This is an optimization exercise on Yosys and OpenROAD, whose aim is small area, not a production implementation. Function was checked by simulation only, so behaviour that the tests miss may differ from the original. Power is estimated from default activity; no workload was simulated. The clock port is modelled as an ideal driver; clocking choices that lean on that would not hold on a real chip.

Setup of the baseline:
==> flow/design.v <==
module avr_boot_engine (
    input  wire        clk,
    input  wire        rst,           
    output wire        link_load,     
    output reg  [7:0]  link_tx,
    output wire        link_poll,     
    input  wire        link_done,
    input  wire        link_wcol,
    input  wire [7:0]  link_rx,
    output wire        nvm_poll,      
    input  wire        nvm_busy,
    output wire        nvm_op,        
    output reg  [1:0]  nvm_cmd,       
    output reg  [16:0] nvm_addr,
    output reg  [7:0]  nvm_lo,
    output reg  [7:0]  nvm_hi,
    output wire        pm_re,
    output reg  [16:0] pm_addr,
    input  wire [7:0]  pm_data,
    output wire        aux_re,
    output wire        aux_we,
    output reg  [15:0] aux_addr,
    output reg  [7:0]  aux_wdata,
    input  wire [7:0]  aux_rdata,
    output wire        escape,
    output wire [2:0]  esc_cause,
    output wire        irq_inhibit
);
    localparam [7:0]   AUX_MARKER  = 8'h01;
    localparam [2:0] CAUSE_LEAVE = 3'd0, CAUSE_TIMEOUT = 3'd1, CAUSE_COLLISION = 3'd2,
                     CAUSE_DESYNC = 3'd3, CAUSE_OVERSIZE = 3'd4;
    localparam [3:0] S_LOAD  = 4'd0,    
                     S_POLL  = 4'd1,    
                     S_PWR   = 4'd2,    
                     S_FDONE = 4'd3,    
                     S_CHECK = 4'd4,    
                     S_AUXW  = 4'd5,    
                     S_NWAIT = 4'd6,    
                     S_NOP   = 4'd7,    
                     S_S2    = 4'd8,    
                     S_RDS   = 4'd9,    
                     S_RDC   = 4'd10,   
                     S_SWAP  = 4'd12,   
                     S_ESC   = 4'd11;   
    localparam [2:0] K_CMD = 3'd0, K_ACK = 3'd1, K_SIG = 3'd2, K_PAY = 3'd3, K_OUT = 3'd4;
    localparam [2:0] O_OTHER = 3'd7, O_PING = 3'd1, O_LEAVE = 3'd2, O_SETADDR = 3'd3,
                     O_SIG = 3'd4, O_WRITE = 3'd5, O_READ = 3'd6;
    localparam [2:0] P_ERASE = 3'd0, P_STAGE = 3'd1, P_COMMIT = 3'd2,
                     P_RWW = 3'd3, P_DONE = 3'd4;
    reg [3:0]  state;
    reg [2:0]  kind;
    reg [2:0]  op;
    reg [1:0]  bi;           
    reg [2:0]  pstep;
    reg [15:0] addr_r;       
    reg        hibank;
    reg        auxsel;
    reg [2:0]  errcnt;
    reg [9:0]  pollcnt;      
    reg [15:0] p;            
    reg [15:0] r;            
    reg        l8;           
    reg [7:0]  llo;          
    reg        big;          
    reg        bad;          
    reg        rv;           
    reg [6:0]    ph;
    reg [2047:0] ring;
    localparam [9:0] POLL0 = 10'h001, POLL1000 = 10'h3ac;
    wire [9:0] pollcnt_nx = {pollcnt[8:0], pollcnt[9] ^ pollcnt[6]};
    wire [15:0] a0    = {addr_r[14:0], 1'b0};
    wire [15:0] p_inc = p + 16'd1;
    wire [15:0] r_dec = r - 16'd1;
    wire        r_nz  = (r != 16'd0);
    wire [7:0] slot  = (kind == K_OUT) ? {4'd0, bi, 2'b00} : p[7:0];
    wire       match = (ph == slot[7:1]);
    wire [7:0] rd_b  = slot[0] ? ring[15:8] : ring[7:0];
    wire [7:0] mem_rd = auxsel ? aux_rdata : pm_data;
    wire rd_issue = r_nz && (state == S_RDS);
    assign link_load   = (state == S_LOAD) && ((kind != K_OUT) || match);
    assign link_poll   = (state == S_POLL);
    assign nvm_poll    = (state == S_NWAIT);
    assign nvm_op      = (state == S_NOP) && ((pstep != P_STAGE) || match);
    assign pm_re       = rd_issue && !auxsel;
    assign aux_re      = rd_issue && auxsel;
    assign aux_we      = (state == S_AUXW) && r_nz && match;
    assign irq_inhibit = (state == S_NWAIT) || (state == S_NOP);
    assign escape      = (state == S_ESC);
    assign esc_cause   = op;
    reg       ring_we;
    reg [7:0] ring_wd;
    always @(*) begin
        ring_we = match && ((state == S_PWR) || (state == S_RDC));
        ring_wd = (state == S_PWR) ? p[15:8] : (rv ? mem_rd : 8'h00);
    end
    wire [15:0] ring_in = {(ring_we &&  slot[0]) ? ring_wd : ring[15:8],
                           (ring_we && !slot[0]) ? ring_wd : ring[7:0]};
    always @(*) begin
        case (kind)
            K_OUT: link_tx = rd_b;
            K_ACK: case (bi)
                       2'd0: link_tx = 8'hA0;
                       2'd1: link_tx = 8'h00;
                       2'd2: link_tx = 8'hA2;
                       default: link_tx = 8'hA3;
                   endcase
            K_SIG: case (bi)
                       2'd0: link_tx = 8'h5A;
                       2'd1: link_tx = 8'h5B;
                       2'd2: link_tx = 8'h5C;
                       default: link_tx = 8'h00;
                   endcase
            default: link_tx = 8'h00;
        endcase
        nvm_cmd   = pstep[1:0];
        nvm_addr  = {hibank, p};
        nvm_lo    = ring[7:0];
        nvm_hi    = ring[15:8];
        pm_addr   = {hibank, p};
        aux_addr  = p;
        aux_wdata = rd_b;
    end
    reg [2:0] op_dec;
    always @(*) begin
        case (link_rx)
            8'h30:   op_dec = O_PING;
            8'h51:   op_dec = O_LEAVE;
            8'h55:   op_dec = O_SETADDR;
            8'h75:   op_dec = O_SIG;
            8'h64:   op_dec = O_WRITE;
            8'h74:   op_dec = O_READ;
            default: op_dec = O_OTHER;
        endcase
    end
    always @(posedge clk) begin
        ph      <= ph + 7'd1;
        pollcnt <= (state == S_LOAD) ? POLL0 : pollcnt_nx;
        ring <= {ring_in, ring[2047:16]};
    end
    always @(posedge clk) begin
        if (rst) begin
            state  <= S_LOAD;
            kind   <= K_CMD;
            bi     <= 2'd0;
            addr_r <= 16'h0000;
            errcnt <= 3'd0;
        end else begin
            case (state)
                S_LOAD: begin
                    if (link_load)
                        state <= S_POLL;
                end
                S_POLL: begin
                    if (link_wcol)
                        errcnt <= errcnt + 3'd1;
                    if (link_wcol && errcnt == 3'd7) begin
                        op <= CAUSE_COLLISION;
                        state     <= S_ESC;
                    end else if (link_done) begin
                        if (kind == K_CMD) begin
                            case (bi)
                                2'd0: op <= op_dec;
                                2'd1: begin
                                    if (op == O_SETADDR) addr_r[7:0] <= link_rx;
                                    r[15:8] <= link_rx;
                                    l8      <= link_rx[0];
                                    big     <= (link_rx[7:1] != 7'd0);
                                end
                                2'd2: begin
                                    if (op == O_SETADDR) addr_r[15:8] <= link_rx;
                                    r[7:0] <= link_rx;
                                    llo    <= link_rx;
                                    if (l8 && link_rx != 8'd0) big <= 1'b1;
                                end
                                default: auxsel <= (link_rx == AUX_MARKER);
                            endcase
                        end
                        if (kind == K_PAY) begin
                            p[15:8] <= link_rx;
                            state   <= S_PWR;
                        end else begin
                            bi    <= bi + 2'd1;
                            state <= (bi == 2'd3) ? S_FDONE : S_LOAD;
                        end
                    end else if (pollcnt == POLL1000) begin
                        op <= CAUSE_TIMEOUT;
                        state     <= S_ESC;
                    end
                end
                S_PWR: begin
                    if (match) begin
                        if (r_nz) begin
                            r <= r_dec;
                            p <= p_inc;
                        end else if (p[15:8] != 8'd0) begin
                            bad <= 1'b1;
                        end
                        bi    <= bi + 2'd1;
                        state <= (bi == 2'd3) ? S_FDONE : S_LOAD;
                    end
                end
                S_FDONE: begin
                    state <= S_LOAD;
                    case (kind)
                        K_CMD: begin
                            case (op)
                                O_PING, O_LEAVE, O_SETADDR: kind <= K_ACK;
                                O_SIG:  kind <= K_SIG;
                                O_WRITE: begin
                                    p      <= a0;
                                    hibank <= addr_r[15];
                                    bad    <= 1'b0;
                                    kind   <= K_PAY;
                                    if (!r_nz) state <= S_CHECK;
                                end
                                O_READ: begin
                                    p      <= a0;
                                    hibank <= addr_r[15];
                                    state  <= S_RDS;
                                end
                                default: kind <= K_CMD;
                            endcase
                        end
                        K_ACK: begin
                            kind <= K_CMD;
                            if (op == O_LEAVE) begin
                                op <= CAUSE_LEAVE;
                                state     <= S_ESC;
                            end
                        end
                        K_PAY: begin
                            if (!r_nz) state <= S_CHECK;
                        end
                        K_OUT: state <= S_RDS;
                        default: kind <= K_CMD;
                    endcase
                end
                S_CHECK: begin
                    r     <= {7'd0, l8, llo};
                    p     <= a0;
                    pstep <= P_ERASE;
                    if (bad) begin
                        op <= CAUSE_DESYNC;
                        state     <= S_ESC;
                    end else if (big) begin
                        op <= CAUSE_OVERSIZE;
                        state     <= S_ESC;
                    end else if (auxsel) begin
                        state <= S_AUXW;
                    end else begin
                        state <= S_NWAIT;
                    end
                end
                S_AUXW: begin
                    if (!r_nz) begin
                        addr_r <= p;
                        kind   <= K_ACK;
                        state  <= S_LOAD;
                    end else if (match) begin
                        r <= r_dec;
                        p <= p_inc;
                    end
                end
                S_NWAIT: begin
                    if (!nvm_busy) begin
                        if (pstep == P_DONE) begin
                            kind  <= K_ACK;
                            state <= S_LOAD;
                        end else begin
                            state <= S_NOP;
                        end
                    end
                end
                S_NOP: begin
                    case (pstep)
                        P_ERASE: begin
                            state <= S_NWAIT;
                            if (r_nz) begin
                                pstep <= P_STAGE;
                            end else begin
                                addr_r <= p;
                                pstep  <= P_COMMIT;
                            end
                        end
                        P_STAGE: begin
                            if (match) begin
                                r     <= r_dec;
                                p     <= p_inc;
                                state <= S_S2;
                            end
                        end
                        P_COMMIT: begin
                            state <= S_NWAIT;
                            pstep <= P_RWW;
                        end
                        default: begin
                            state <= S_NWAIT;
                            pstep <= P_DONE;
                        end
                    endcase
                end
                S_S2: begin
                    p <= p_inc;
                    if (r_nz && r != 16'd1) begin
                        r     <= r_dec;
                        state <= S_NWAIT;
                    end else begin
                        state <= S_SWAP;
                    end
                end
                S_SWAP: begin
                    addr_r <= p;
                    p      <= a0;
                    pstep  <= P_COMMIT;
                    state  <= S_NWAIT;
                end
                S_RDS: begin
                    rv <= r_nz;
                    if (r_nz) begin
                        r <= r_dec;
                        p <= p_inc;
                    end
                    if (!r_nz && bi == 2'd0) begin
                        kind  <= K_CMD;
                        state <= S_LOAD;
                    end else begin
                        kind  <= K_OUT;
                        state <= S_RDC;
                    end
                end
                S_RDC: begin
                    if (match) begin
                        bi    <= bi + 2'd1;
                        state <= (bi == 2'd3) ? S_LOAD : S_RDS;
                    end
                end
                default: state <= S_ESC;
            endcase
        end
    end
endmodule
==> flow/config.mk <==
export PLATFORM = sky130hd
export DESIGN_NAME = avr_boot_engine
export DESIGN_NICKNAME = avr_boot_engine
export VERILOG_FILES = /design/flow/design.v
export SDC_FILE = /design/flow/constraint.sdc
export NUM_CORES = 4
export LEC_CHECK = 0
export CAP_MARGIN = 20
export CORE_MARGIN = 2
export CORE_UTILIZATION = 30
export SLEW_MARGIN = 20
==> flow/constraint.sdc <==
create_clock -name core_clock -period 10.0 [get_ports {clk}]
set_input_delay 2.0000 -clock core_clock [delete_from_list [all_inputs] [get_ports {clk}]]
set_output_delay 2.0000 -clock core_clock [all_outputs]
set_load 0.01 [all_outputs]
standard.sh (not shown) runs the stock make flow with config.mk's settings and CLKGATE_MAP_FILE= SYNTH_SCRIPT=/design/flow/synth_recipe.tcl, a recipe that flattens the netlist after the stock synthesis.
==> flow/flow/run.sh <==
#!/bin/bash
export BUFFER_PORTS_ARGS="-buffer_cell sky130_fd_sc_hd__buf_1"
export CTS_ARGS="-sink_clustering_enable -repair_clock_nets -dont_use_dummy_load -sink_clustering_size 30 -sink_clustering_max_diameter 100 -buf_list sky130_fd_sc_hd__clkbuf_16"
bash standard.sh > standard.log 2>&1
diff inputs: the baseline => the candidate
--- a/flow/design.v
+++ b/flow/design.v
@@ -38,16 +38,17 @@
                      S_NWAIT = 4'd6,    
                      S_NOP   = 4'd7,    
                      S_S2    = 4'd8,    
                      S_RDS   = 4'd9,    
                      S_RDC   = 4'd10,   
                      S_SWAP  = 4'd12,   
+                     S_RDZ   = 4'd13,   
                      S_ESC   = 4'd11;   
     localparam [2:0] K_CMD = 3'd0, K_ACK = 3'd1, K_SIG = 3'd2, K_PAY = 3'd3, K_OUT = 3'd4;
-    localparam [2:0] O_OTHER = 3'd7, O_PING = 3'd1, O_LEAVE = 3'd2, O_SETADDR = 3'd3,
-                     O_SIG = 3'd4, O_WRITE = 3'd5, O_READ = 3'd6;
+    localparam [2:0] O_LEAVE = 3'd0, O_PING = 3'd1, O_SETADDR = 3'd2, O_OTHER = 3'd4,
+                     O_SIG = 3'd5, O_WRITE = 3'd6, O_READ = 3'd7;
     localparam [2:0] P_ERASE = 3'd0, P_STAGE = 3'd1, P_COMMIT = 3'd2,
                      P_RWW = 3'd3, P_DONE = 3'd4;
     reg [3:0]  state;
     reg [2:0]  kind;
     reg [2:0]  op;
     reg [1:0]  bi;           
@@ -59,14 +60,12 @@
     reg [9:0]  pollcnt;      
     reg [15:0] p;            
     reg [15:0] r;            
     reg        l8;           
     reg [7:0]  llo;          
     reg        big;          
-    reg        bad;          
-    reg        rv;           
     reg [6:0]    ph;
     reg [2047:0] ring;
     localparam [9:0] POLL0 = 10'h001, POLL1000 = 10'h3ac;
     wire [9:0] pollcnt_nx = {pollcnt[8:0], pollcnt[9] ^ pollcnt[6]};
     wire [15:0] a0    = {addr_r[14:0], 1'b0};
     wire [15:0] p_inc = p + 16'd1;
@@ -87,14 +86,14 @@
     assign irq_inhibit = (state == S_NWAIT) || (state == S_NOP);
     assign escape      = (state == S_ESC);
     assign esc_cause   = op;
     reg       ring_we;
     reg [7:0] ring_wd;
     always @(*) begin
-        ring_we = match && ((state == S_PWR) || (state == S_RDC));
-        ring_wd = (state == S_PWR) ? p[15:8] : (rv ? mem_rd : 8'h00);
+        ring_we = match && ((state == S_PWR) || (state == S_RDC) || (state == S_RDZ));
+        ring_wd = (state == S_PWR) ? p[15:8] : ((state == S_RDC) ? mem_rd : 8'h00);
     end
     wire [15:0] ring_in = {(ring_we &&  slot[0]) ? ring_wd : ring[15:8],
                            (ring_we && !slot[0]) ? ring_wd : ring[7:0]};
     always @(*) begin
         case (kind)
             K_OUT: link_tx = rd_b;
@@ -190,13 +189,13 @@
                 S_PWR: begin
                     if (match) begin
                         if (r_nz) begin
                             r <= r_dec;
                             p <= p_inc;
                         end else if (p[15:8] != 8'd0) begin
-                            bad <= 1'b1;
+                            op <= CAUSE_DESYNC;
                         end
                         bi    <= bi + 2'd1;
                         state <= (bi == 2'd3) ? S_FDONE : S_LOAD;
                     end
                 end
                 S_FDONE: begin
@@ -206,13 +205,12 @@
                             case (op)
                                 O_PING, O_LEAVE, O_SETADDR: kind <= K_ACK;
                                 O_SIG:  kind <= K_SIG;
                                 O_WRITE: begin
                                     p      <= a0;
                                     hibank <= addr_r[15];
-                                    bad    <= 1'b0;
                                     kind   <= K_PAY;
                                     if (!r_nz) state <= S_CHECK;
                                 end
                                 O_READ: begin
                                     p      <= a0;
                                     hibank <= addr_r[15];
@@ -220,30 +218,27 @@
                                 end
                                 default: kind <= K_CMD;
                             endcase
                         end
                         K_ACK: begin
                             kind <= K_CMD;
-                            if (op == O_LEAVE) begin
-                                op <= CAUSE_LEAVE;
-                                state     <= S_ESC;
-                            end
+                            if (op == O_LEAVE)       
+                                state <= S_ESC;
                         end
                         K_PAY: begin
                             if (!r_nz) state <= S_CHECK;
                         end
                         K_OUT: state <= S_RDS;
                         default: kind <= K_CMD;
                     endcase
                 end
                 S_CHECK: begin
                     r     <= {7'd0, l8, llo};
                     p     <= a0;
                     pstep <= P_ERASE;
-                    if (bad) begin
-                        op <= CAUSE_DESYNC;
+                    if (op == CAUSE_DESYNC) begin
                         state     <= S_ESC;
                     end else if (big) begin
                         op <= CAUSE_OVERSIZE;
                         state     <= S_ESC;
                     end else if (auxsel) begin
                         state <= S_AUXW;
@@ -312,26 +307,25 @@
                     addr_r <= p;
                     p      <= a0;
                     pstep  <= P_COMMIT;
                     state  <= S_NWAIT;
                 end
                 S_RDS: begin
-                    rv <= r_nz;
+                    kind <= K_OUT;
                     if (r_nz) begin
-                        r <= r_dec;
-                        p <= p_inc;
-                    end
-                    if (!r_nz && bi == 2'd0) begin
+                        r     <= r_dec;
+                        p     <= p_inc;
+                        state <= S_RDC;
+                    end else if (bi == 2'd0) begin
                         kind  <= K_CMD;
                         state <= S_LOAD;
                     end else begin
-                        kind  <= K_OUT;
-                        state <= S_RDC;
+                        state <= S_RDZ;
                     end
                 end
-                S_RDC: begin
+                S_RDC, S_RDZ: begin
                     if (match) begin
                         bi    <= bi + 2'd1;
                         state <= (bi == 2'd3) ? S_LOAD : S_RDS;
                     end
                 end
                 default: state <= S_ESC;
### Flow results
The candidate: complete, dirty (antenna rules). The candidate — internal power component about 0.3% lower, the baseline as reference. Compared with the baseline, in the candidate worst-case headroom to the max-slew limit decreased by 1.8 points relative to the old numbers; total of plain and repair buffers excluding clock buffers has increased; global-route usage over all layers picked up an extra 0.52 points; placed wire-length estimate after detailed placement saw an increase; insertion delay to the later sink of the worst-skew pair has increased. Looking at final cell count without fillers, the candidate sits below the baseline. Going from the baseline to the candidate, clock skew decreased by 4.1 ps relative to the old numbers; synthesized area divided by synthesized cell count increased by 0.87% relative to the old numbers. The candidate against the baseline: clock power down about 1%, design area flat.

separate check: timing with driven ports:
No port has a modelled driver above. Below, the same layouts with a new extraction and two added sets of constraints.
Step 1 assumes that a clkbuf_16 drives the clock port and a buf_2 every other input.
Step 2 moves the port delays by t, midway between the first and last clock arrival at a register: inputs arrive t later, outputs are due t later. That takes back most of the time a late clock gives input paths.
Three values: ideal ports, drivers, drivers and shift; two values: the first two.
| run | t (ns) | setup slack, ns | worst slew at a driven data input, ns |
|---|---|---|---|
| the baseline | 0.716 | 4.506 / 4.438 / 5.154 | 0.13 |
| the candidate | 0.731 | 4.638 / 4.569 / 5.300 | 0.12 |
